Context: an optimization exercise on an open-source flow, tuned for small area, a short achievable clock period and few clock cycles. The choices shown serve that exercise and are no tape-out recipe. The RTL was checked by simulation tests, not by an equivalence proof against the original design. Power and IR drop assume default switching activity.

**config.mk**
```make
export PLATFORM = sky130hd
export DESIGN_NAME = gfle_core
export DESIGN_NICKNAME = gfle_core
export VERILOG_FILES = /design/flow/design.v
export SDC_FILE = /design/flow/constraint.sdc
export NUM_CORES = 4
export LEC_CHECK = 0
export ABC_CLOCK_PERIOD_IN_PS = 5000
export CAP_MARGIN = 20
export CELL_PAD_IN_SITES_DETAIL_PLACEMENT = 1
export CELL_PAD_IN_SITES_GLOBAL_PLACEMENT = 2
export CORE_MARGIN = 2
export CORE_UTILIZATION = 35
export PLACE_DENSITY = 0.5
export SETUP_SLACK_MARGIN = 2.5
export SLEW_MARGIN = 20
```
**constraint.sdc**
```tcl
create_clock -name core_clock -period 10.0 [get_ports {clk}]
set_input_delay 2.0000 -clock core_clock [delete_from_list [all_inputs] [get_ports {clk}]]
set_output_delay 2.0000 -clock core_clock [all_outputs]
set_load 0.01 [all_outputs]
```
**design.v**
```verilog
module gfle_core #(
    parameter VLMAX      = 16,
    parameter IMEM_WORDS = 1024,
    parameter DMEM_BYTES = 4096
) (
    input             clk,
    input             rst,             
    input             start,           
    input      [15:0] start_pc,
    input             abort_req,           
    output     [1:0]  state,           
    output     [7:0]  cause,
    output     [15:0] fault_pc,
    output     [31:0] fault_instr,
    output     [15:0] pc,
    output            abort_pending,
    output            imem_re,
    output     [9:0]  imem_addr,
    input      [31:0] imem_rdata,
    output            dmem_re,
    output            dmem_we,
    output     [11:0] dmem_addr,
    output     [7:0]  dmem_wdata,
    input      [7:0]  dmem_rdata
);
    localparam ROW = 128;
    localparam LW  = 5;
    localparam [1:0] ST_IDLE = 2'd0, ST_RUN = 2'd1, ST_DONE = 2'd2, ST_FAULT = 2'd3;
    localparam [7:0] C_ILLEGAL = 8'h01, C_FETCH = 8'h02, C_DMEM = 8'h03, C_INDEX = 8'h04,
                     C_LENGTH  = 8'h05, C_CAP   = 8'h06, C_ZINV = 8'h07, C_DUPX  = 8'h08,
                     C_ABORT   = 8'h09;
    localparam [7:0] OP_HALT = 8'h01, OP_NOP = 8'h02, OP_JMP = 8'h03, OP_BEQ = 8'h04, OP_BNE = 8'h05,
                     OP_GADD = 8'h10, OP_GNEG = 8'h11, OP_GMUL = 8'h12, OP_GINV = 8'h13,
                     OP_PEVAL = 8'h20, OP_PADD = 8'h21, OP_PMUL = 8'h22, OP_PSCALE = 8'h23,
                     OP_LBASIS = 8'h30, OP_LINTERP = 8'h31,
                     OP_ELI = 8'h40, OP_EMOV = 8'h41, OP_EINC = 8'h42, OP_ELD = 8'h43, OP_EST = 8'h44,
                     OP_VLD = 8'h48, OP_VST = 8'h49, OP_VMOV = 8'h4A, OP_VLEN = 8'h4B,
                     OP_VGET = 8'h4C, OP_VSET = 8'h4D, OP_VCLR = 8'h4E;
    localparam integer P0 = 0, P_ELD = 1, P_PMUL = 2, P_BPROD = 3, P_HORN = 4,
                       P_SQ = 5, P_LINV = 6, P_WGT = 7, P_SA = 8, P_SB = 9,
                       P_GLD = 10, P_COMMIT = 11;
    function [7:0] red15(input [14:0] p);
        reg [14:0] t;
        integer n;
        begin
            t = p;
            for (n = 14; n >= 8; n = n - 1)
                if (t[n]) t = t ^ (15'h011B << (n - 8));
            red15 = t[7:0];
        end
    endfunction
    function [7:0] gf_mul(input [7:0] a, input [7:0] b);
        reg [14:0] p;
        integer n;
        begin
            p = 15'h0;
            for (n = 0; n < 8; n = n + 1)
                if (b[n]) p = p ^ ({7'h0, a} << n);
            gf_mul = red15(p);
        end
    endfunction
    function [7:0] gf_sq(input [7:0] a);
        gf_sq = red15({a[7], 1'b0, a[6], 1'b0, a[5], 1'b0, a[4], 1'b0,
                       a[3], 1'b0, a[2], 1'b0, a[1], 1'b0, a[0]});
    endfunction
    function [7:0] gf_sqrt(input [7:0] a);
        gf_sqrt = gf_sq(gf_sq(gf_sq(gf_sq(gf_sq(gf_sq(gf_sq(a)))))));
    endfunction
    function legal(input [31:0] w);
        begin
            case (w[31:24])
                OP_GADD, OP_GMUL:               legal = (w & 32'h00000FFF) == 0;
                OP_GNEG, OP_GINV:               legal = (w & 32'h0000FFFF) == 0;
                OP_PEVAL:                       legal = (w & 32'h00080FFF) == 0;
                OP_PADD, OP_PMUL, OP_LINTERP:   legal = (w & 32'h00888FFF) == 0;
                OP_PSCALE, OP_LBASIS:           legal = (w & 32'h00880FFF) == 0;
                OP_ELI:                         legal = (w & 32'h000FFF00) == 0;
                OP_EMOV, OP_EINC:               legal = (w & 32'h0000FFFF) == 0;
                OP_ELD, OP_EST:                 legal = (w & 32'h000FF000) == 0;
                OP_VLD:                         legal = (w & 32'h00800000) == 0;
                OP_VST:                         legal = (w & 32'h008FF000) == 0;
                OP_VMOV:                        legal = (w & 32'h0088FFFF) == 0;
                OP_VLEN:                        legal = (w & 32'h0008FFFF) == 0;
                OP_VGET:                        legal = (w & 32'h00080FFF) == 0;
                OP_VSET:                        legal = (w & 32'h00800FFF) == 0;
                OP_VCLR:                        legal = (w & 32'h008FFF00) == 0;
                OP_HALT, OP_NOP:                legal = (w & 32'h00FFFFFF) == 0;
                OP_JMP:                         legal = (w & 32'h00FF0000) == 0;
                OP_BEQ, OP_BNE:                 legal = 1'b1;
                default:                        legal = 1'b0;
            endcase
        end
    endfunction
    reg  [1:0]        eng_state;
    reg  [7:0]        cause_r;
    reg  [15:0]       fault_pc_r;
    reg  [31:0]       fault_instr_r;
    reg  [15:0]       pc_r;
    reg               abort_pend;
    reg  [16*8-1:0]   efile;
    reg  [8*ROW-1:0]  vfile;
    reg  [8*LW-1:0]   vlen;
    reg  [9:0]        fpc;
    reg  [32:0]       q0, q1;          
    reg  [1:0]        qcnt;
    reg               inflight, inf_pred;
    reg  [31:0]       ir;
    reg               irv;             
    reg               ir_pred;         
    reg               btb_v;
    reg  [9:0]        btb_pc, btb_tgt;
    reg  [26:0]       dop;             
    reg               d_legal;
    reg  [3:0]        d_eaidx;
    reg  [2:0]        d_vaidx;
    reg  [11:0]       ph;
    reg  [4:0]        cnt;
    reg  [7:0]        bc;              
    reg  [7:0]        r0, r1;          
    reg  [ROW-1:0]    MR, Q, W;
    reg               ae_busy;
    reg  [2:0]        ae_lvl, ae_L;
    reg  [3:0]        ae_dst;
    reg               dv_valid;        
    reg  [2:0]        dv_reg;
    reg  [3:0]        dv_idx;
    reg               me_busy, me_store;
    reg  [2:0]        me_reg;
    reg  [4:0]        me_cnt, me_len;
    reg               me_rdq;          
    reg               mp_v;            
    reg  [2:0]        mp_reg;
    reg  [4:0]        mp_len;
    reg  [11:0]       mp_addr;
    reg  [11:0]       me_addr;
    reg               dm_we_r;
    reg  [11:0]       dm_addr_r;
    reg  [7:0]        dm_wdata_r;
    wire [7:0]  op     = ir[31:24];
    wire [3:0]  fd     = ir[23:20];
    wire [3:0]  fa     = ir[19:16];
    wire [3:0]  fb     = ir[15:12];
    wire [7:0]  imm8   = ir[7:0];
    wire [7:0]  len8   = ir[19:12];
    wire [11:0] addr12 = ir[11:0];
    wire [15:0] off16  = ir[15:0];
    wire        running = (eng_state == ST_RUN);
    wire        ph0     = ph[P0];
    function [26:0] decode(input [7:0] o);
        begin
            decode = 27'd0;
            case (o)
                OP_HALT:    decode[0]  = 1'b1;
                OP_JMP:     decode[1]  = 1'b1;
                OP_BEQ:     decode[2]  = 1'b1;
                OP_BNE:     decode[3]  = 1'b1;
                OP_GADD:    decode[4]  = 1'b1;
                OP_GNEG:    decode[5]  = 1'b1;
                OP_GMUL:    decode[6]  = 1'b1;
                OP_GINV:    decode[7]  = 1'b1;
                OP_PEVAL:   decode[8]  = 1'b1;
                OP_PADD:    decode[9]  = 1'b1;
                OP_PMUL:    decode[10] = 1'b1;
                OP_PSCALE:  decode[11] = 1'b1;
                OP_LBASIS:  decode[12] = 1'b1;
                OP_LINTERP: decode[13] = 1'b1;
                OP_ELI:     decode[14] = 1'b1;
                OP_EMOV:    decode[15] = 1'b1;
                OP_EINC:    decode[16] = 1'b1;
                OP_ELD:     decode[17] = 1'b1;
                OP_EST:     decode[18] = 1'b1;
                OP_VLD:     decode[19] = 1'b1;
                OP_VST:     decode[20] = 1'b1;
                OP_VMOV:    decode[21] = 1'b1;
                OP_VLEN:    decode[22] = 1'b1;
                OP_VGET:    decode[23] = 1'b1;
                OP_VSET:    decode[24] = 1'b1;
                OP_VCLR:    decode[25] = 1'b1;
                OP_NOP:     decode[26] = 1'b1;
                default:    ;
            endcase
        end
    endfunction
    wire o_halt = dop[0],  o_jmp  = dop[1],  o_beq  = dop[2],  o_bne   = dop[3];
    wire o_gadd = dop[4],  o_gneg = dop[5],  o_gmul = dop[6],  o_ginv  = dop[7];
    wire o_peval = dop[8], o_padd = dop[9],  o_pmul = dop[10], o_pscale = dop[11];
    wire o_lbas = dop[12], o_lint = dop[13], o_eli  = dop[14], o_emov  = dop[15];
    wire o_einc = dop[16], o_eld  = dop[17], o_est  = dop[18], o_vld   = dop[19];
    wire o_vst  = dop[20], o_vmov = dop[21], o_vlen = dop[22], o_vget  = dop[23];
    wire o_vset = dop[24], o_vclr = dop[25], o_nop  = dop[26];
    wire o_br   = o_jmp || o_beq || o_bne;
    wire [7:0]  e_a     = efile[d_eaidx*8 +: 8];
    wire [7:0]  e_b     = efile[fb*8 +: 8];
    wire [ROW-1:0]  VA     = vfile[d_vaidx*ROW +: ROW];
    wire [ROW-1:0]  VB     = vfile[fb[2:0]*ROW +: ROW];
    wire [LW-1:0]   la     = vlen[d_vaidx*LW +: LW];
    wire [LW-1:0]   lb     = vlen[fb[2:0]*LW +: LW];
    reg  [ROW-1:0]  VAm, VBm;
    integer p;
    always @(*) begin
        for (p = 0; p < 16; p = p + 1) begin
            VAm[p*8 +: 8] = (p < la) ? VA[p*8 +: 8] : 8'h00;
            VBm[p*8 +: 8] = (p < lb) ? VB[p*8 +: 8] : 8'h00;
        end
    end
    wire [15:0] pc1 = pc_r + 16'd1;
    wire [15:0] pc2 = pc_r + 16'd2;
    wire [15:0] tgt = pc_r + off16;
    wire        eq_ab    = (e_a == e_b);
    wire        br_taken = o_jmp || (o_beq && eq_ab) || (o_bne && !eq_ab);
    wire [2:0]  pev_l = (la > 8) ? 3'd4 : (la > 4) ? 3'd3 : (la > 2) ? 3'd2 : 3'd1;
    wire [4:0]  lam1    = la - 5'd1;
    wire [4:0]  cm1     = cnt - 5'd1;
    wire [3:0]  ela_idx = o_vget ? e_b[3:0] : (o_pmul && ph0) ? lam1[3:0] :
                          o_pmul ? cm1[3:0] : (cnt[3:0] + 4'd1);
    wire [7:0]  ela     = VA[ela_idx*8 +: 8];
    wire [3:0]  elm_idx = ph[P_HORN] ? {cm1[2:0], 1'b1} : cm1[3:0];
    wire [7:0]  elm     = MR[elm_idx*8 +: 8];
    wire [7:0]  bce     = (ph0 && !ae_busy) ? e_b : bc;
    wire [12:0] vld_end  = {1'b0, addr12} + {5'b0, len8};
    wire [12:0] vst_end  = {1'b0, addr12} + {8'b0, la};
    wire [5:0]  pm_len   = {1'b0, la} + {1'b0, lb} - 6'd1;
    wire [4:0]  padd_len = (la > lb) ? la : lb;
    reg         flt;
    reg  [7:0]  flt_c;
    always @(*) begin
        flt = 1'b1;
        flt_c = C_ILLEGAL;
        if (abort_pend)                              flt_c = C_ABORT;
        else if (pc_r >= IMEM_WORDS)                 flt_c = C_FETCH;
        else if (!d_legal)                           flt_c = C_ILLEGAL;
        else if (o_ginv && e_a == 8'h00)             flt_c = C_ZINV;
        else if (o_pmul && la != 0 && lb != 0 && pm_len > VLMAX) flt_c = C_CAP;
        else if ((o_lbas || o_vget) && e_b >= {3'b0, la}) flt_c = C_INDEX;
        else if (o_lint && la != lb)                 flt_c = C_LENGTH;
        else if (o_vld && len8 > VLMAX)              flt_c = C_CAP;
        else if (o_vld && vld_end > DMEM_BYTES)      flt_c = C_DMEM;
        else if (o_vst && vst_end > DMEM_BYTES)      flt_c = C_DMEM;
        else if (o_vset && e_a >= {3'b0, la})        flt_c = C_INDEX;
        else if (o_vclr && imm8 > VLMAX)             flt_c = C_CAP;
        else flt = 1'b0;
    end
    wire stop_req = flt || o_halt;
    wire lane_op  = o_peval || o_pscale || o_pmul || o_lbas || o_lint || o_gmul || o_ginv;
    wire mem_op   = o_eld || o_est || o_vld || o_vst;
    wire wr_e0    = o_gadd || o_gneg || o_gmul || o_eli || o_emov || o_einc || o_vlen || o_vget;
    wire wr_v0    = o_padd || o_vmov || o_vclr || o_pscale || o_vset || o_pmul || o_lbas || o_vld;
    wire uses_ea  = o_beq || o_bne || o_gadd || o_gmul || o_gneg || o_emov || o_einc || o_ginv || o_vset;
    wire uses_eb  = o_beq || o_bne || o_gadd || o_gmul || o_peval || o_pscale || o_lbas || o_vget || o_vset;
    wire uses_ed  = o_gadd || o_gmul || o_gneg || o_emov || o_einc || o_ginv || o_peval || o_eli ||
                    o_eld || o_vlen || o_vget || o_est;
    wire uses_va  = o_peval || o_padd || o_pmul || o_pscale || o_lbas || o_lint || o_vmov || o_vlen || o_vget;
    wire uses_vb  = o_padd || o_pmul || o_lint;
    wire uses_vd  = o_padd || o_pmul || o_pscale || o_lbas || o_lint || o_vld || o_vst || o_vmov ||
                    o_vset || o_vclr;
    wire any_busy = ae_busy || me_busy;
    wire ae_last  = ae_busy && (ae_lvl == ae_L - 3'd1);
    wire me_load  = me_busy && !me_store;
    wire e_haz    = ae_busy && ((uses_ea && fa == ae_dst) || (uses_eb && fb == ae_dst) ||
                                (uses_ed && fd == ae_dst));
    wire defer    = o_vset && ae_busy && !ae_last && !dv_valid && !me_load &&
                    fb == ae_dst && fa != ae_dst && !flt;
    wire vm_dv    = dv_valid && ((uses_va && fa[2:0] == dv_reg) || (uses_vb && fb[2:0] == dv_reg) ||
                                 (uses_vd && fd[2:0] == dv_reg));
    wire vm_me    = me_load && !o_lint &&
                    ((uses_va && fa[2:0] == me_reg) || (uses_vb && fb[2:0] == me_reg) ||
                     (uses_vd && fd[2:0] == me_reg) ||
                     (mp_v && ((uses_va && fa[2:0] == mp_reg) || (uses_vb && fb[2:0] == mp_reg) ||
                               (uses_vd && fd[2:0] == mp_reg))));
    wire lint_h   = o_lint && me_busy && (me_store || la == 0 ||
                    (fa[2:0] == me_reg && me_cnt < 5'd2) || (mp_v && fa[2:0] == mp_reg));
    wire vfwd     = o_vset && ae_last && !dv_valid && !me_load &&
                    fb == ae_dst && fa != ae_dst;
    wire vld_h    = o_vld && (ae_busy || (me_busy && me_store) || (me_busy && (mp_v || me_cnt == me_len)) || (!me_busy && dm_we_r));
    wire hold = (any_busy && stop_req) ||
                (e_haz && !defer && !vfwd) ||
                vm_dv || vm_me ||
                (((me_load) || (ae_last && dv_valid)) && wr_v0 && !o_vld) ||
                (ae_busy && lane_op) ||
                vld_h ||
                ((o_eld || o_est || o_vst) && (any_busy || (o_eld && dm_we_r))) ||
                (me_busy && (o_pmul || o_pscale || o_lbas || o_ginv)) ||
                lint_h;
    wire go0 = running && irv && ph0 && !hold;
    wire s0       = irv && ph0 && !ae_busy;
    wire m_pev0   = s0 && o_peval;
    wire m_pscale = s0 && o_pscale;
    wire m_gmul   = s0 && o_gmul;
    wire m_wload  = s0 && o_vst;
    wire g_pev0   = go0 && o_peval;
    wire g_pscale = go0 && o_pscale;
    wire g_wload  = go0 && o_vst;
    wire m_init   = go0 && (o_lbas || o_lint);
    wire m_pev    = ae_busy;
    wire m_prod   = ph[P_BPROD] && !bp_wait;
    wire m_pmul   = ph[P_PMUL];
    wire m_gld    = ph[P_GLD];
    wire m_horn   = (ph[P_HORN] && !hn_wait) || ph[P_SB];
    wire m_copy   = (ph[P_HORN] && !hn_wait && (cnt == 5'd0)) || m_gld;
    wire m_sq     = ph[P_SQ];
    wire m_linv   = ph[P_LINV];
    wire m_wgt    = ph[P_WGT] && !me_busy;
    wire bp_wait  = me_load && me_reg == fa[2:0] && (cnt + 5'd3 > me_cnt);
    wire hn_wait  = me_load && me_reg == fa[2:0];
    wire m_sa     = ph[P_SA];
    wire m_wshift = me_busy && me_store;
    wire pm_first = (cnt == lam1);
    wire sx_mr  = m_prod;
    wire sx_va  = m_pscale || m_horn || m_wload;
    wire sx_va2 = m_pev0;
    wire sx_mr2 = m_pev;
    wire sx_q   = m_linv || m_sa;
    wire sx_vb  = m_pmul || (m_wgt && o_lint);
    wire sx_one = m_sq;
    wire sx_bi  = m_wgt && o_lbas;
    wire sy_bc  = m_prod || m_pmul || m_pscale || m_pev0 || m_pev || m_gmul;
    wire sy_q   = m_horn;
    wire sy_w   = m_linv || m_sa || m_wgt || m_sq;
    wire sy_one = m_wload;
    reg  [ROW-1:0] prod, mr_nx, q_nx, w_nx;
    wire [ROW-1:0] MRsh = {MR[ROW-9:0], 8'h00};    
    reg  [7:0]     xt, xt1, lx, ly, lp, sbc;
    integer i;
    always @(*) begin
        xt  = 8'h00;
        xt1 = 8'h00;
        sbc = gf_sq(bc);
        for (i = 0; i < 16; i = i + 1) begin
            lx = ({8{sx_mr}} & MR[i*8 +: 8]) |
                 ({8{sx_va}} & VAm[i*8 +: 8]) |
                 ({8{sx_q}}  & Q[i*8 +: 8]) |
                 ({8{sx_vb}} & VBm[i*8 +: 8]) |
                 {7'b0, sx_one || (sx_bi && e_b[3:0] == i)};
            if (i < 8)
                lx = lx | ({8{sx_va2}} & VAm[(2*i+1)*8 +: 8]) |
                          ({8{sx_mr2}} & MR[(2*i+1)*8 +: 8]);
            if (i == 0)
                lx = lx | ({8{m_gmul}} & e_a);
            ly = ({8{sy_bc}} & bce) |
                 ({8{sy_q}}  & Q[i*8 +: 8]) |
                 ({8{sy_w}}  & W[i*8 +: 8]) |
                 {7'b0, sy_one};
            lp = gf_mul(lx, ly);
            prod[i*8 +: 8] = lp;
            if (i < 8) xt = xt ^ lp;
            else       xt1 = xt1 ^ lp;
        end
        for (i = 0; i < 16; i = i + 1) begin
            lp = prod[i*8 +: 8];
            if (m_init)
                mr_nx[i*8 +: 8] = (i == 0) ? 8'h01 : 8'h00;
            else if (m_prod)
                mr_nx[i*8 +: 8] = MRsh[i*8 +: 8] ^ lp;
            else if (m_pmul)
                mr_nx[i*8 +: 8] = (pm_first ? 8'h00 : MRsh[i*8 +: 8]) ^ lp;
            else if (g_pev0)
                mr_nx[i*8 +: 8] = ((i < 8) ? VAm[(2*i)*8 +: 8] : 8'h00) ^ lp;
            else if (m_pev)
                mr_nx[i*8 +: 8] = ((i < 8) ? MR[(2*i)*8 +: 8] : 8'h00) ^ lp;
            else if (g_pscale)
                mr_nx[i*8 +: 8] = lp;
            else if (ph[P_SB] && cnt[3:0] == i)
                mr_nx[i*8 +: 8] = r0 ^ r1;
            else
                mr_nx[i*8 +: 8] = MR[i*8 +: 8];
            if (m_init)
                q_nx[i*8 +: 8] = 8'h00;
            else if (m_horn || m_gld)
                q_nx[i*8 +: 8] = lp ^ bc;
            else if (m_wgt)
                q_nx[i*8 +: 8] = 8'h01;
            else
                q_nx[i*8 +: 8] = Q[i*8 +: 8];
            if (m_copy)
                w_nx[i*8 +: 8] = gf_sq(lp) ^ sbc;
            else if (m_linv || m_sq)
                w_nx[i*8 +: 8] = gf_sq(lp);
            else if (m_wgt || g_wload)
                w_nx[i*8 +: 8] = lp;
            else if (m_wshift)
                w_nx[i*8 +: 8] = (i < 15) ? W[(i+1)*8 +: 8] : 8'h00;
            else
                w_nx[i*8 +: 8] = W[i*8 +: 8];
        end
    end
    wire [7:0] ae_res  = MR[7:0] ^ gf_mul(MR[15:8], bc);
    wire [7:0] pev_res = VAm[7:0] ^ prod[7:0];
    reg dupx;
    always @(*) begin
        dupx = 1'b0;
        for (i = 0; i < 16; i = i + 1)
            if (Q[i*8 +: 8] == 8'h00 && (o_lbas ? (e_b[3:0] == i) : (i < la))) dupx = 1'b1;
    end
    wire fetch_ok = (qcnt == 2'd0) || (qcnt == 2'd1 && !inflight);
    wire btb_hit  = btb_v && (fpc == btb_pc);
    assign imem_re   = running && fetch_ok;
    assign imem_addr = fpc;
    wire        fg_rd   = irv && ph0 && (o_eld || o_vld) && !dm_we_r && !me_busy;
    assign dmem_re    = running && (fg_rd || me_rdq);
    assign dmem_we    = dm_we_r;
    assign dmem_addr  = dm_we_r ? dm_addr_r : me_busy ? me_addr : addr12;
    assign dmem_wdata = dm_wdata_r;
    assign state         = eng_state;
    assign cause         = cause_r;
    assign fault_pc      = fault_pc_r;
    assign fault_instr   = fault_instr_r;
    assign pc            = pc_r;
    assign abort_pending = abort_pend;
    reg             fin, stop, flush, take;
    reg  [9:0]      ftgt;
    reg  [32:0]     nxt;
    integer         r, k;
    reg             we_e;
    reg  [3:0]      e_widx;
    reg  [7:0]      e_wdata;
    reg             wv_en, wl_en, we_el;
    reg  [ROW-1:0]  wv_row;
    reg  [LW-1:0]   wl_val;
    reg  [2:0]      v_widx;
    reg  [3:0]      el_idx;
    reg  [7:0]      el_data;
    task stop_fault(input [7:0] c, input [31:0] w);
        begin
            eng_state     <= ST_FAULT;
            cause_r       <= c;
            fault_pc_r    <= pc_r;
            fault_instr_r <= w;
            abort_pend    <= 1'b0;
            stop           = 1'b1;
        end
    endtask
    task write_e(input [7:0] val);
        begin
            we_e    = 1'b1;
            e_wdata = val;
        end
    endtask
    task write_v(input [ROW-1:0] row, input [LW-1:0] n);
        begin
            wv_en  = 1'b1;
            wv_row = row;
            wl_en  = 1'b1;
            wl_val = n;
        end
    endtask
    always @(posedge clk) begin
        dm_we_r <= 1'b0;
        fin     = 1'b0;
        stop    = 1'b0;
        we_e    = 1'b0;
        e_widx  = fd;
        e_wdata = 8'h00;
        wv_en   = 1'b0;
        wv_row  = {ROW{1'b0}};
        wl_en   = 1'b0;
        wl_val  = 5'd0;
        v_widx  = fd[2:0];
        we_el   = 1'b0;
        el_idx  = 4'd0;
        el_data = 8'h00;
        if (rst) begin
            eng_state     <= ST_IDLE;
            cause_r       <= 8'h00;
            fault_pc_r    <= 16'h0000;
            fault_instr_r <= 32'h0;
            pc_r          <= 16'h0000;
            abort_pend    <= 1'b0;
            efile         <= {16*8{1'b0}};
            vlen          <= {8*LW{1'b0}};
            irv           <= 1'b0;
            qcnt          <= 2'd0;
            inflight      <= 1'b0;
            btb_v         <= 1'b0;
            ph            <= 12'd1 << P0;
            ae_busy       <= 1'b0;
            dv_valid      <= 1'b0;
            me_busy       <= 1'b0;
            me_rdq        <= 1'b0;
            mp_v <= 1'b0;
        end else if (!running) begin
            irv      <= 1'b0;
            qcnt     <= 2'd0;
            inflight <= 1'b0;
            fpc      <= start_pc[9:0];
            ph      <= 12'd1 << P0;
            ae_busy <= 1'b0;
            dv_valid <= 1'b0;
            me_busy <= 1'b0;
            me_rdq  <= 1'b0;
            mp_v <= 1'b0;
            if (start) begin
                eng_state     <= ST_RUN;
                cause_r       <= 8'h00;
                fault_pc_r    <= 16'h0000;
                fault_instr_r <= 32'h0;
                abort_pend    <= 1'b0;
                pc_r          <= start_pc;
            end
        end else begin
            if (abort_req) abort_pend <= 1'b1;
            MR <= mr_nx;
            Q  <= q_nx;
            W  <= w_nx;
            if (ae_busy) begin
                bc <= sbc;
                if (ae_last) begin
                    ae_busy  <= 1'b0;
                    dv_valid <= 1'b0;
                end else begin
                    ae_lvl <= ae_lvl + 3'd1;
                end
            end
            if (me_busy) begin
                if (me_store) begin
                    dm_we_r    <= 1'b1;
                    dm_addr_r  <= me_addr;
                    dm_wdata_r <= W[7:0];
                    me_addr    <= me_addr + 12'd1;
                    me_cnt     <= me_cnt + 5'd1;
                    if (me_cnt == me_len - 5'd1) me_busy <= 1'b0;
                end else begin
                    if (me_rdq) me_addr <= me_addr + 12'd1;
                    me_cnt <= me_cnt + 5'd1;
                    me_rdq <= (me_cnt + 5'd1 < me_len);
                    if (me_cnt == me_len) begin
                        if (mp_v) begin
                            mp_v    <= 1'b0;
                            me_reg  <= mp_reg;
                            me_len  <= mp_len;
                            me_cnt  <= 5'd0;
                            me_rdq  <= 1'b1;
                            me_addr <= mp_addr;
                        end else begin
                            me_busy <= 1'b0;
                        end
                    end
                end
            end
            if (irv) begin
                case (1'b1)
                ph[P0]: if (!hold) begin
                    if (flt) begin
                        stop_fault(flt_c, (flt_c == C_ABORT || flt_c == C_FETCH) ? 32'h0 : ir);
                    end else begin
                        case (op)
                        OP_HALT: begin
                            pc_r       <= pc1;
                            eng_state  <= ST_DONE;
                            abort_pend <= 1'b0;
                            stop        = 1'b1;
                        end
                        OP_GADD: write_e(e_a ^ e_b);
                        OP_GNEG, OP_EMOV: write_e(e_a);
                        OP_GMUL: write_e(prod[7:0]);
                        OP_ELI:  write_e(imm8);
                        OP_EINC: write_e(e_a + 8'd1);
                        OP_VLEN: write_e({3'b0, la});
                        OP_VGET: write_e(ela);
                        OP_GINV: begin
                            bc <= e_a;
                            ph <= 12'd1 << P_GLD;
                        end
                        OP_PEVAL: begin
                            bc <= gf_sq(e_b);
                            if (pev_l == 3'd1) begin
                                write_e(pev_res);
                            end else begin
                                ae_busy <= 1'b1;
                                ae_lvl  <= 3'd1;
                                ae_L    <= pev_l;
                                ae_dst  <= fd;
                            end
                        end
                        OP_PADD:   write_v(VAm ^ VBm, padd_len);
                        OP_VMOV:   write_v(VAm, la);
                        OP_VCLR:   write_v({ROW{1'b0}}, imm8[LW-1:0]);
                        OP_PSCALE: ph <= 12'd1 << P_COMMIT;
                        OP_VSET: begin
                            if (defer) begin
                                dv_valid <= 1'b1;
                                dv_reg   <= fd[2:0];
                                dv_idx   <= e_a[3:0];
                            end else begin
                                we_el   = 1'b1;
                                el_idx  = e_a[3:0];
                                el_data = vfwd ? ae_res : e_b;
                            end
                        end
                        OP_PMUL: begin
                            if (la == 0 || lb == 0) begin
                                write_v({ROW{1'b0}}, 5'd0);
                            end else begin
                                bc     <= ela;
                                cnt    <= lam1;
                                ph     <= 12'd1 << P_PMUL;
                            end
                        end
                        OP_LBASIS, OP_LINTERP: begin
                            if (la == 0) begin
                                write_v({ROW{1'b0}}, 5'd0);
                            end else begin
                                bc  <= VA[7:0];
                                cnt <= 5'd0;
                                ph  <= 12'd1 << P_BPROD;
                            end
                        end
                        OP_ELD: begin
                            ph     <= 12'd1 << P_ELD;
                        end
                        OP_EST: begin
                            dm_we_r    <= 1'b1;
                            dm_addr_r  <= addr12;
                            dm_wdata_r <= e_a;
                        end
                        OP_VLD: begin
                            wl_en  = 1'b1;
                            wl_val = len8[4:0];
                            if (len8 != 8'd0 && me_busy) begin
                                mp_v    <= 1'b1;
                                mp_reg  <= fd[2:0];
                                mp_len  <= len8[4:0];
                                mp_addr <= addr12;
                            end else if (len8 != 8'd0) begin
                                me_busy  <= 1'b1;
                                me_store <= 1'b0;
                                me_reg   <= fd[2:0];
                                me_len   <= len8[4:0];
                                me_cnt   <= 5'd1;
                                me_rdq   <= (len8 > 8'd1);
                                me_addr  <= addr12 + 12'd1;
                            end
                        end
                        OP_VST: begin
                            if (la != 5'd0) begin
                                me_busy  <= 1'b1;
                                me_store <= 1'b1;
                                me_len   <= la;
                                me_cnt   <= 5'd0;
                                me_addr  <= addr12;
                            end
                        end
                        default: ;
                        endcase
                        if (!stop && !(o_pmul && la != 0 && lb != 0) && !((o_lbas || o_lint) && la != 0) &&
                            !o_ginv && !o_eld && !o_pscale)
                            fin = 1'b1;
                    end
                end
                ph[P_ELD]: begin
                    write_e(dmem_rdata);
                    fin = 1'b1;
                end
                ph[P_PMUL]: begin
                    bc <= ela;
                    if (cnt == 5'd0) begin
                        ph <= 12'd1 << P_COMMIT;
                    end else begin
                        cnt    <= cm1;
                    end
                end
                ph[P_BPROD]: if (!bp_wait) begin
                    bc <= ela;
                    if (cnt == lam1) begin
                        bc  <= 8'h00;
                        cnt <= {1'b0, lam1[4:1]} + 5'd1;
                        ph  <= 12'd1 << P_HORN;
                    end else begin
                        cnt <= cnt + 5'd1;
                    end
                end
                ph[P_HORN]: if (!hn_wait) begin
                    bc <= gf_sqrt(elm);
                    if (cnt == 5'd0) begin
                        cnt <= 5'd0;
                        ph  <= 12'd1 << P_LINV;
                    end else begin
                        cnt <= cm1;
                    end
                end
                ph[P_LINV]: begin
                    if (cnt == 5'd0 && dupx) begin
                        if (!me_busy) stop_fault(o_lint ? C_DUPX : C_ZINV, ir);
                    end else if (cnt == 5'd5) begin
                        cnt <= 5'd0;
                        ph  <= 12'd1 << P_SQ;
                    end else begin
                        cnt <= cnt + 5'd1;
                    end
                end
                ph[P_SQ]: begin
                    if (o_ginv) begin
                        write_e(W[7:0]);
                        fin = 1'b1;
                    end else begin
                        cnt <= la;
                        ph  <= 12'd1 << P_WGT;
                    end
                end
                ph[P_WGT]: begin
                    if (!me_busy) begin
                        bc     <= elm;
                        cnt    <= lam1;
                        ph     <= 12'd1 << P_SA;
                    end
                end
                ph[P_SA]: begin
                    r0 <= xt;
                    r1 <= xt1;
                    if (cnt == 5'd0) begin
                        ph <= 12'd1 << P_COMMIT;
                    end else begin
                        ph <= 12'd1 << P_SB;
                    end
                end
                ph[P_SB]: begin
                    bc     <= elm;
                    cnt    <= cm1;
                    ph     <= 12'd1 << P_SA;
                end
                ph[P_COMMIT]: begin
                    write_v((o_lint || o_lbas) ? {MR[ROW-1:8], r0 ^ r1} : MR, o_pmul ? pm_len[4:0] : la);
                    fin = 1'b1;
                end
                ph[P_GLD]: begin
                    cnt <= 5'd0;
                    ph  <= 12'd1 << P_LINV;
                end
                default: ;
                endcase
            end
            flush = 1'b0;
            ftgt  = pc1[9:0];
            if (fin && o_br && !stop) begin
                if (br_taken) begin
                    btb_v   <= 1'b1;
                    btb_pc  <= pc_r[9:0];
                    btb_tgt <= tgt[9:0];
                end
                flush = (br_taken != ir_pred) || (br_taken && tgt[9:0] != btb_tgt);
                ftgt  = br_taken ? tgt[9:0] : pc1[9:0];
            end else if (fin && ir_pred) begin
                flush = 1'b1;
            end
            if (fin && !stop)
                pc_r <= (o_br && br_taken) ? tgt : pc1;
            if (stop || flush) begin
                irv      <= 1'b0;
                qcnt     <= 2'd0;
                inflight <= 1'b0;
                ph       <= 12'd1 << P0;
                fpc      <= ftgt;
            end else begin
                if (fin) ph <= 12'd1 << P0;
                take = (!irv || fin) && (qcnt != 2'd0 || inflight);
                if (!irv || fin) irv <= take;
                if (take) begin
                    nxt      = (qcnt != 2'd0) ? q0 : {inf_pred, imem_rdata};
                    ir       <= nxt[31:0];
                    ir_pred  <= nxt[32];
                    dop      <= decode(nxt[31:24]);
                    d_legal  <= legal(nxt[31:0]);
                    d_eaidx  <= (nxt[31:24] == OP_EST) ? nxt[23:20] : nxt[19:16];
                    d_vaidx  <= (nxt[31:24] == OP_VST || nxt[31:24] == OP_VSET) ? nxt[22:20] : nxt[18:16];
                end
                case (qcnt)
                    2'd0: if (inflight && !take) begin
                              q0 <= {inf_pred, imem_rdata};
                              qcnt <= 2'd1;
                          end
                    2'd1: if (take) begin
                              if (inflight) q0 <= {inf_pred, imem_rdata};
                              else qcnt <= 2'd0;
                          end else if (inflight) begin
                              q1 <= {inf_pred, imem_rdata};
                              qcnt <= 2'd2;
                          end
                    default: if (take) begin
                              q0 <= q1;
                              qcnt <= 2'd1;
                          end
                endcase
                inflight <= fetch_ok;
                if (fetch_ok) begin
                    inf_pred <= btb_hit;
                    fpc      <= btb_hit ? btb_tgt : fpc + 10'd1;
                end
            end
            if (ae_last) begin
                if (dv_valid) begin
                    we_el   = 1'b1;
                    v_widx  = dv_reg;
                    el_idx  = dv_idx;
                    el_data = ae_res;
                end
            end
            if (me_load && me_cnt != 5'd0) begin
                we_el   = 1'b1;
                v_widx  = me_reg;
                el_idx  = me_cnt[3:0] - 4'd1;
                el_data = dmem_rdata;
            end
            for (r = 0; r < 16; r = r + 1)
                if (ae_last && ae_dst == r)
                    efile[r*8 +: 8] <= ae_res;
                else if (we_e && e_widx == r)
                    efile[r*8 +: 8] <= e_wdata;
            if (wl_en)
                vlen[fd[2:0]*LW +: LW] <= wl_val;
            for (r = 0; r < 8; r = r + 1)
                for (k = 0; k < 16; k = k + 1)
                    if (v_widx == r && (wv_en || (we_el && el_idx == k)))
                        vfile[r*ROW + k*8 +: 8] <= we_el ? el_data : wv_row[k*8 +: 8];
        end
    end
endmodule
```
**run.sh**
```bash
#!/bin/bash
# synth_recipe.tcl (not shown) runs the flow's synth.tcl, then flattens the netlist and writes it again
# the make line also repeats each setting of config.mk as NAME=value (left out here)
make -C /OpenROAD-flow-scripts/flow DESIGN_CONFIG=/design/flow/config.mk WORK_HOME=/design/flow/orfs CLKGATE_MAP_FILE= SYNTH_SCRIPT=/design/flow/synth_recipe.tcl finish
```
==> results.txt <==
## cell usage after synthesis, types with 88 or more instances
cell type     n
nand2_1    2078
edfxtp_1   1684
nor2_1     1335
xnor2_1    1284
a21oi_1     851
o21ai_0     797
clkbuf_1    733
xor2_1      578
mux4_2      565
mux2i_1     354
nand3_1     352
o211ai_1    282
a211oi_1    279
nor3_1      268
dfxtp_1     262
a22oi_1     242
buf_2       162
inv_1       146
a31oi_1     113
mux2_2      111
o21ai_1     103
o22ai_1      92
ha_1         91
buf_1        89
and3_1       88
buf_6        88
## final cells by class
type	count	area, sq um
Clock inverter	161	1890
Multi-Input combinational cell	11600	88400
Sequential cell	1946	55800
Fill cell	46200	252000
Clock buffer	270	6010
Antenna cell	56	140
Tap cell	5640	7060
Inverter	161	628
Timing Repair Buffer	1035	8870
## timing repair
action                      CTS  global route
hold buffers                  0             0
gates resized for setup     207           188
cloned                        2             0
pin swaps                     7            12
setup endpoints to repair  3251          2471
setup buffers                30            32
## placed cells by master, fill, tap and decap left out, types with 55 or more instances in the layout
cell type	n
a211oi_1	275
a21oi_1	815
a221oi_1	57
a22oi_1	242
a31oi_1	105
a32oi_1	70
and3_1	88
buf_4	808
clkbuf_16	234
clkdlybuf4s50_1	162
dfxtp_1	254
diode_2	56
edfxtp_1	1684
ha_1	88
inv_1	142
mux2_2	111
mux2i_1	309
mux4_2	565
nand2_1	2068
nand3_1	349
nor2_1	1177
nor2_2	70
nor2_4	89
nor2b_1	68
nor3_1	251
o211ai_1	282
o21ai_0	746
o21ai_1	119
o22ai_1	92
or2_2	55
xnor2_1	1254
xnor2_2	91
xnor3_1	69
xor2_1	570
## worst max path at each step
stage | start | to | cells past startpoint
CTS | cnt[0] | r1[2] | 23
floorplan | d_vaidx[1] | Q[0] | 24
global placement | ir[13] | vfile[92] | 19
finish | cnt[0] | MR[36] | 23
detailed placement | ir[13] | vfile[94] | 19
global route | ir[12] | vfile[579] | 24
## logic make-up (layout without fill, tap and decap cells)
group                    count (synthesis)  count (layout)
AND/OR/NAND/NOR                       4647            4647
multiplexers                          1079            1079
AO/OA/AOI/OAI                         3670            3671
flip-flops                            1946            1946
other                                    1              60
buffers and inverters                 1364            1627
adder cells (fa/ha/maj)                 97              97
XOR/XNOR                              2090            2090
## through the flow
step	utilization	instance area, sq um	hold slack [ns]	setup WS, ns
finish	0.401	169000	0.454	2.41
floorplan	-	148000	0.424	2.32
global route	0.401	169000	0.482	2.39
detailed placement	0.377	159000	0.449	0.852
global placement	0.376	158000	0.439	0.915
CTS	0.398	167000	0.457	2.45
## worst max-delay path: cells and delay by family, from the launching register on
kind | cells | cell delay [ns]
simple gates | 2 | 0.20
flops | 1 | 0.39
compound gates | 8 | 2.41
xor+xnor | 5 | 2.03
fa+ha+maj | 2 | 0.63
buf+inv | 6 | 1.40
## per-layer routing
layer	track usage	up-vias
met4	0.197	66
met3	0.153	1823
li1	-	55400
met5	0	-
met1	0.577	73400
met2	0.562	9101
## report_power, final
part | internal (mW) | total (mW) | switching (mW) | leakage [nW]
combinational | 0.274 | 0.955 | 0.680 | 33.6
clock | 5.18 | 9.13 | 3.95 | 3.85
sequential | 8.73 | 8.78 | 0.0476 | 15.1
total | 14.2 | 18.9 | 4.67 | 52.6
==> flow_summary.ini <==
[run_status]
status = finished clean

[logic_synthesis]
ys_types = 143
ys_dominant_reg_cell = edfxtp_1
synth.top_cell.area_share = 0.342
yosysWarnings = 1
yosys.area.top_type = edfxtp_1
synth-edff-count = 1684
netlist_instances = 14900
async_reset_ff_frac = 0
synth_compound_area_frac = 0.165
synthAdderAreaFrac = 0.00837
seq_area_frac_synth = 0.377
yosys.area_share.xor_xnor = 0.141
synth_simple_gate_area_frac = 0.135
synth_top_family_by_area = compound AO/OA/AOI/OAI gates
synthMuxAreaShare = 0.127
synth_seq_cells = 1946
synth_area_leaders = edfxtp_1 34%, mux4_2 8.6%, xnor2_1 7.6%, nand2_1 5.3%, dfxtp_1 3.5%
syn-cell-area_sq_um = 148000
syn_avg_cell_area_sq_um = 9.94

[critical_path]
reg2reg_depth = 23
crit_type = reg -> reg
cpMaxStageDelayCell = xnor3_2
path_cells = clkinv_1 -> buf_4 -> ha_1 -> inv_1 -> buf_4 -> ha_1 -> nor2b_1 -> o21ai_1 -> a211o_4 -> buf_12 -> a31oi_1 -> o21ai_2 -> o21ai_0 -> xnor2_1 -> xnor2_1 -> xnor2_1 -> xnor3_1 -> xnor3_2 -> buf_4 -> nand2_1 -> a21oi_1 -> o21ai_0 -> a221oi_1
r2r_slack_ns = 2.41
critPathLaunchType = flop
worstPathRequired_ns = 10.68
worstSetupEndpointType = flop
reg2reg_to = MR[36]
r2r_start = cnt[0]
crit_arrival_ns = 8.28
worstPathMaxFanout = 84
crit_path_max_incr_delay_ns = 0.61

[die]
die-area_sq_um = 428000
coreArea_sq_um = 421000
fp.dieW_um = 654
pin_count = 168
rows = 238
die_h_um = 654
start_util = 0.352

[clocking]
htree_levels = 4
cts.sinks = 1946
clock-root-buffer = clkbuf_16
cts_tree = yes
cts_made_buffers = 233
clock_latency_ns = 1.02
clk_transition_reported_paths_ns = 0.07
clk_path_buf_depth = 4

[min_path]
hold_path_end = fault_instr_r[22]
min_path_cells = 2
min-delay-start = fault_instr_r[22]
hp-class = reg -> reg

[global_route]
antenna_found_initial = 140
grt_max_degree = 150
grt_use_total = 0.415
grt_first_pass_wirelength_um = 1210000
grt_pass1_vias = 133000
overflow = 0

[cells_and_area]
nNetsFinal = 15100
area_growth_pct = 14.1
final_cells = 20900
post_route_cells_drive_above_1_share = 0.181
regMostFlops = vfile
largest_reg_flops = 1024

[timing]
min_period_over_period = 0.759
finClkSkew_ns = 0.0892
drv_slew = 0
max_slew_margin = 0.0577
worst_pin_slew_ns = 1.41
min_period_ns = 7.59
finalSetupViolCount = 0
max_freq_ghz = 0.132
rsz0062_at_grt = yes
hold_viol_final = 0
fin_setup_tns_ns = 0

[run]
drv_cap = 0

[place]
globalplace.congestion = 1.04
hpwl_um = 701000
dp_cells = 20300
port_buffers = 163

[routing]
wl_met2_um = 361000
drc = 0
final_antenna_net_count = 0
vias = 140000
met1_length_um = 382000
wirelength_um = 915000
wl_met3_um = 120000
drt-pass1-iter-count = 7
vias_per_cell = 6.70
dr.max_layer_used = met5
wl_per_cell_um = 43.9
dr.first_iter.drc_count = 21300

[power]
peakVddDrop_mv = 0.164
leakagePower_nw = 52.6
power_mw = 18.9
power_density_nw_per_um2 = 112
Testbench counts, summed over its fixed seeds: cycles 22,141.

==> port drivers added, routing unchanged <==
The results above use ideal ports. As a check the final layout listed here was re-extracted and re-timed, cells and wires unchanged.
Step 1: set_driving_cell puts a clkbuf_16 on clk and a buf_2 on each other input, an assumption about the parent block.
Step 2 adds t to the input delays and takes it off the output delays; t is the mean of the earliest and latest rising clock arrival at the registers after step 1. Input paths then give back, and output paths get back, about the clock's delay inside the block.
Slacks: no drivers / after step 1 / after step 2; pairs: no drivers / after step 1.
shift t [ns]: 1.092
setup WS [ns]: 2.407 / 2.407 / 2.407
hold slack, ns: 0.454 / 0.454 / 0.454
cell pins on the clock port's net: 1
After both steps setup and hold are still met in this run. The setup slack of this run moves by 0.000 ns with the drivers and by 0.000 ns with both steps.
